What follows belongs to an exercise in optimizing a design on an open flow for small area, a short achievable clock period and few clock cycles per item; a production flow would make more cautious choices.
In this exercise RTL edits were held to simulation tests only and were not proved equivalent to the original.

==> module radix_codec_engine, before the edit <==
module radix_codec_engine (
    input  wire         clk,
    input  wire         rst,
    input  wire         cmd_valid,
    output wire         cmd_ready,
    input  wire [279:0] cmd_word,
    output wire         rsp_valid,
    input  wire         rsp_ready,
    output wire [139:0] rsp_word
);
    reg          busy;       
    reg          comp;       
    reg          pend;       
    reg          sv;         
    reg  [1:0]   rk;
    reg          rs;
    reg  [47:0]  rv;
    reg  [3:0]   s_op;
    reg  [1:0]   s_rin, s_rout;
    reg          s_wf, s_cerr, s_dok;
    reg  [7:0]   s_code;
    reg  [63:0]  s_av, s_bv;
    reg  [4:0]   s_la, s_lb;
    reg          s_at, s_ai, s_na, s_bt, s_bi, s_nb;
    wire [3:0]   f_op;
    wire [1:0]   f_rin, f_rout;
    wire         f_wf, f_cerr, f_dok;
    wire [7:0]   f_code;
    wire [63:0]  f_av, f_bv;
    wire [4:0]   f_la, f_lb;
    wire         f_at, f_ai, f_na, f_bt, f_bi, f_nb;
    wire [1:0]   nk;
    wire         ns;
    wire [47:0]  nv;
    wire         need2;
    wire [139:0] rw;
    rce_core u_core (.cw(cmd_word), .pend(pend), .vld(busy && !comp && !pend),
                     .s_op(s_op), .s_rin(s_rin), .s_rout(s_rout), .s_wf(s_wf),
                     .s_cerr(s_cerr), .s_code(s_code), .s_dok(s_dok),
                     .s_av(s_av), .s_la(s_la), .s_at(s_at), .s_ai(s_ai), .s_na(s_na),
                     .s_bv(s_bv), .s_lb(s_lb), .s_bt(s_bt), .s_bi(s_bi), .s_nb(s_nb),
                     .rk(rk), .rs(rs), .rv(rv),
                     .f_op(f_op), .f_rin(f_rin), .f_rout(f_rout), .f_wf(f_wf),
                     .f_cerr(f_cerr), .f_code(f_code), .f_dok(f_dok),
                     .f_av(f_av), .f_la(f_la), .f_at(f_at), .f_ai(f_ai), .f_na(f_na),
                     .f_bv(f_bv), .f_lb(f_lb), .f_bt(f_bt), .f_bi(f_bi), .f_nb(f_nb),
                     .need2(need2), .nk(nk), .ns(ns), .nv(nv), .rw(rw));
    assign cmd_ready = !busy && !rst;
    assign rsp_valid = busy && !comp && !pend && !rst;
    wire step1 = (!busy && sv) || comp;
    wire hold  = step1 && need2;
    always @(posedge clk) begin
        if (rst) begin
            busy <= 1'b0;
            comp <= 1'b0;
            pend <= 1'b0;
            sv   <= 1'b0;
        end else begin
            if (!busy) begin
                busy <= cmd_valid;
                comp <= cmd_valid && !sv;
                pend <= cmd_valid && sv && need2;
            end else if (comp) begin
                comp <= 1'b0;
                pend <= need2;
            end else if (pend) begin
                pend <= 1'b0;
            end else if (rsp_ready) begin
                busy <= 1'b0;
            end
            sv <= cmd_valid && busy && !hold;
        end
    end
    always @(posedge clk)
        if (!busy || comp || pend) begin
            rk <= nk;
            rs <= ns;
            rv <= nv;
        end
    always @(posedge clk) begin
        s_rin  <= f_rin;
        s_wf   <= f_wf;
        s_cerr <= f_cerr;
        s_code <= f_code;
        s_dok  <= f_dok;
        s_av   <= f_av;
        s_la   <= f_la;
        s_at   <= f_at;
        s_ai   <= f_ai;
        s_bt   <= f_bt;
        s_bi   <= f_bi;
    end
    always @(posedge clk)
        if (!hold) begin
            s_op   <= f_op;
            s_rout <= f_rout;
            s_na   <= f_na;
            s_bv   <= f_bv;
            s_lb   <= f_lb;
            s_nb   <= f_nb;
        end
    assign rsp_word = rst ? 140'd0 : rw;
endmodule
==> module rce_core, before the edit <==
module rce_core (
    input  wire [279:0] cw,
    input  wire         pend,
    input  wire         vld,
    input  wire [3:0]   s_op,
    input  wire [1:0]   s_rin, s_rout,
    input  wire         s_wf, s_cerr, s_dok,
    input  wire [7:0]   s_code,
    input  wire [63:0]  s_av, s_bv,
    input  wire [4:0]   s_la, s_lb,
    input  wire         s_at, s_ai, s_na, s_bt, s_bi, s_nb,
    input  wire [1:0]   rk,
    input  wire         rs,
    input  wire [47:0]  rv,
    output wire [3:0]   f_op,
    output wire [1:0]   f_rin, f_rout,
    output wire         f_wf, f_cerr, f_dok,
    output wire [7:0]   f_code,
    output wire [63:0]  f_av, f_bv,
    output wire [4:0]   f_la, f_lb,
    output wire         f_at, f_ai, f_na, f_bt, f_bi, f_nb,
    output wire         need2,
    output wire [1:0]   nk,
    output wire         ns,
    output wire [47:0]  nv,
    output wire [139:0] rw
);
    rce_front u_front (.cw(cw), .op(f_op), .rin(f_rin), .rout(f_rout),
                       .wf(f_wf), .cerr(f_cerr), .code(f_code), .dok(f_dok),
                       .av(f_av), .la(f_la), .at(f_at), .ai(f_ai), .na(f_na),
                       .bv(f_bv), .lb(f_lb), .bt(f_bt), .bi(f_bi), .nb(f_nb));
    rce_exec u_exec (.pend(pend), .op(s_op), .rin(s_rin), .rout(s_rout),
                     .wf(s_wf), .cerr(s_cerr), .code(s_code), .dok(s_dok),
                     .av(s_av), .la(s_la), .at(s_at), .ai(s_ai), .na(s_na),
                     .bv(s_bv), .lb(s_lb), .bt(s_bt), .bi(s_bi), .nb(s_nb),
                     .r_v(rv), .r_s(rs), .need2(need2), .k(nk), .s(ns), .v(nv));
    rce_format u_fmt (.vld(vld), .k(rk), .s(rs), .v(rv), .rw(rw));
endmodule
==> module rce_format, before the edit <==
module rce_format (
    input  wire         vld,
    input  wire [1:0]   k,
    input  wire         s,
    input  wire [47:0]  v,
    output wire [139:0] rw
);
    wire k_ill = vld & (k == 2'd0);
    wire k_err = vld & (k == 2'd1);
    wire k_int = vld & (k == 2'd2);
    wire k_txt = vld & (k == 2'd3);
    wire [3:0]  sl = v[43:40];
    wire [3:0]  sh = 4'd10 - sl;
    wire [39:0] cd = v[39:0] << {sh, 2'b00};
    wire [79:0] chars;
    genvar i;
    generate
        for (i = 0; i < 10; i = i + 1) begin : g
            wire [3:0] d  = cd[39-4*i -: 4];
            wire       on = k_txt & (sl > i);
            wire       lo = (d <= 4'd9);
            assign chars[79-8*i -: 8] = on ? {1'b0, ~lo, lo, lo, (lo ? d : (d - 4'd9))} : 8'd0;
        end
    endgenerate
    assign rw[139:137] = 3'd0;
    assign rw[136]     = k_ill;
    assign rw[135:133] = {k_err | k_txt, k_int, k_err};
    assign rw[132:128] = k_txt ? {1'b0, sl} : 5'd0;
    assign rw[127:64]  = chars[79:16];
    assign rw[63:48]   = chars[15:0] | {16{k_int & s}};
    assign rw[47:8]    = k_int ? v[47:8] : 40'd0;
    assign rw[7:0]     = (k_int | k_err) ? v[7:0] : 8'd0;
endmodule
Settings: LEC_CHECK=0, ABC_AREA=1, CAP_MARGIN=35, CORE_MARGIN=2, CORE_UTILIZATION=40, SLEW_MARGIN=35; clock period 100.0 ns.
standard.sh (not shown) runs the stock make flow with config.mk's settings and CLKGATE_MAP_FILE= SYNTH_SCRIPT=/design/flow/synth_recipe.tcl, a recipe that flattens the netlist after the stock synthesis.
==> flow/flow/run.sh <==
#!/bin/bash
# The standard layout (standard.sh), with two changes:
# - ORFS's area-oriented ABC mapping script is replaced by
#   flow/abc_area.script, which maps with more area recovery;
# - every input and output port still gets its buffer, but a plain
#   sky130_fd_sc_hd__buf_1 rather than the delay buffer buffer_ports picks.
# The synthesis script, the registers and every other step are the standard
# ones. The run's full output goes to standard_flow.log here.
set -euo pipefail
here=$(pwd)
rm -rf "$here/scripts_x"
cp -r "$FLOW_HOME/scripts" "$here/scripts_x"
cp "$here/flow/abc_area.script" "$here/scripts_x/abc_area.script"
bash "$here/standard.sh" SCRIPTS_DIR="$here/scripts_x" \
    "BUFFER_PORTS_ARGS=-buffer_cell sky130_fd_sc_hd__buf_1" finish \
    > "$here/standard_flow.log" 2>&1
==> flow/flow/abc_area.script <==
strash
&get -n
&fraig -x
&put
dc2
balance
rewrite
refactor
balance
rewrite
rewrite -z
balance
refactor -z
rewrite -z
balance
dc2
strash
&get -n
&dch -f
&nf -R 1000 -p -F 8 -A 4
&put
strash
&get -n
&dch -f
&nf -R 1000 -p -F 8 -A 4
&put
strash
&get -n
&dch -f
&nf -R 1000 -p -F 8 -A 4
&put
topo
stime -c
buffer -c
upsize -c
dnsize -c
Testbench counts at the start, summed over its fixed seeds: cycles 48,310, items 24,000.
Then changed:
--- a/flow/design.v
+++ b/flow/design.v
@@ -1388,11 +1388,12 @@
 );
     reg          busy;       
     reg          comp;       
     reg          pend;       
     reg          sv;         
-    reg  [1:0]   rk;
+    reg          ok;         
+    reg  [3:0]   rk;         
     reg          rs;
     reg  [47:0]  rv;
     reg  [3:0]   s_op;
     reg  [1:0]   s_rin, s_rout;
     reg          s_wf, s_cerr, s_dok;
@@ -1410,11 +1411,11 @@
     wire [1:0]   nk;
     wire         ns;
     wire [47:0]  nv;
     wire         need2;
     wire [139:0] rw;
-    rce_core u_core (.cw(cmd_word), .pend(pend), .vld(busy && !comp && !pend),
+    rce_core u_core (.cw(cmd_word), .pend(pend), .vld(ok),
                      .s_op(s_op), .s_rin(s_rin), .s_rout(s_rout), .s_wf(s_wf),
                      .s_cerr(s_cerr), .s_code(s_code), .s_dok(s_dok),
                      .s_av(s_av), .s_la(s_la), .s_at(s_at), .s_ai(s_ai), .s_na(s_na),
                      .s_bv(s_bv), .s_lb(s_lb), .s_bt(s_bt), .s_bi(s_bi), .s_nb(s_nb),
                      .rk(rk), .rs(rs), .rv(rv),
@@ -1422,38 +1423,43 @@
                      .f_cerr(f_cerr), .f_code(f_code), .f_dok(f_dok),
                      .f_av(f_av), .f_la(f_la), .f_at(f_at), .f_ai(f_ai), .f_na(f_na),
                      .f_bv(f_bv), .f_lb(f_lb), .f_bt(f_bt), .f_bi(f_bi), .f_nb(f_nb),
                      .need2(need2), .nk(nk), .ns(ns), .nv(nv), .rw(rw));
     assign cmd_ready = !busy && !rst;
-    assign rsp_valid = busy && !comp && !pend && !rst;
+    assign rsp_valid = ok && !rst;
     wire step1 = (!busy && sv) || comp;
     wire hold  = step1 && need2;
     always @(posedge clk) begin
         if (rst) begin
             busy <= 1'b0;
             comp <= 1'b0;
             pend <= 1'b0;
             sv   <= 1'b0;
+            ok   <= 1'b0;
         end else begin
             if (!busy) begin
                 busy <= cmd_valid;
                 comp <= cmd_valid && !sv;
                 pend <= cmd_valid && sv && need2;
+                ok   <= cmd_valid && sv && !need2;
             end else if (comp) begin
                 comp <= 1'b0;
                 pend <= need2;
+                ok   <= !need2;
             end else if (pend) begin
                 pend <= 1'b0;
+                ok   <= 1'b1;
             end else if (rsp_ready) begin
                 busy <= 1'b0;
+                ok   <= 1'b0;
             end
             sv <= cmd_valid && busy && !hold;
         end
     end
     always @(posedge clk)
         if (!busy || comp || pend) begin
-            rk <= nk;
+            rk <= {nk == 2'd3, nk == 2'd2, nk == 2'd1, nk == 2'd0};
             rs <= ns;
             rv <= nv;
         end
     always @(posedge clk) begin
         s_rin  <= f_rin;
@@ -1488,11 +1494,11 @@
     input  wire         s_wf, s_cerr, s_dok,
     input  wire [7:0]   s_code,
     input  wire [63:0]  s_av, s_bv,
     input  wire [4:0]   s_la, s_lb,
     input  wire         s_at, s_ai, s_na, s_bt, s_bi, s_nb,
-    input  wire [1:0]   rk,
+    input  wire [3:0]   rk,
     input  wire         rs,
     input  wire [47:0]  rv,
     output wire [3:0]   f_op,
     output wire [1:0]   f_rin, f_rout,
     output wire         f_wf, f_cerr, f_dok,
@@ -1517,19 +1523,19 @@
                      .r_v(rv), .r_s(rs), .need2(need2), .k(nk), .s(ns), .v(nv));
     rce_format u_fmt (.vld(vld), .k(rk), .s(rs), .v(rv), .rw(rw));
 endmodule
 module rce_format (
     input  wire         vld,
-    input  wire [1:0]   k,
+    input  wire [3:0]   k,          
     input  wire         s,
     input  wire [47:0]  v,
     output wire [139:0] rw
 );
-    wire k_ill = vld & (k == 2'd0);
-    wire k_err = vld & (k == 2'd1);
-    wire k_int = vld & (k == 2'd2);
-    wire k_txt = vld & (k == 2'd3);
+    wire k_ill = vld & k[0];
+    wire k_err = vld & k[1];
+    wire k_int = vld & k[2];
+    wire k_txt = vld & k[3];
     wire [3:0]  sl = v[43:40];
     wire [3:0]  sh = 4'd10 - sl;
     wire [39:0] cd = v[39:0] << {sh, 2'b00};
     wire [79:0] chars;
     genvar i;
Result:
- die area went up by 0.78%
- sequential cell count went up by 3
- via count went up by 0.82%
- worst setup slack got worse by 560 ps
- wire length went up by 6.6%
- core utilization went down by 0.20 points
- global-route usage went up by 2.7 points
- register-to-register slack improved by 520 ps
- critical path depth went up by 2
- fmax went down by 1.3%
Testbench counts after the change, summed over its fixed seeds: cycles 48,310, items 24,000.

afterwards: timing with drivers on the ports:
The flow's constraints put no driver on any port. The routed layouts listed below were extracted and timed again, unchanged, in two steps. Step 1 sets driving cells, clkbuf_16 on the clock port and buf_2 on the other inputs (assumed; they add their load-dependent delay and slew). Step 2 also shifts input and output timing later by t, the mid clock arrival at the registers, as if the neighbouring blocks saw the same clock. Three values: ideal ports, drivers, drivers and shift; two values: the first two.
| run | shift t [ns] | setup WS [ns] | worst data-port slew with drivers (ns) |
|---|---|---|---|
| the first run | 0.728 | 57.578 / 57.551 / 57.551 | 0.12 |
| the second run | 0.713 | 57.020 / 56.998 / 56.998 | 0.09 |
After both steps every run listed still meets setup and hold. For the first run, which loses most, drivers alone change the setup slack by -0.027 ns; drivers and shift together by -0.027 ns.
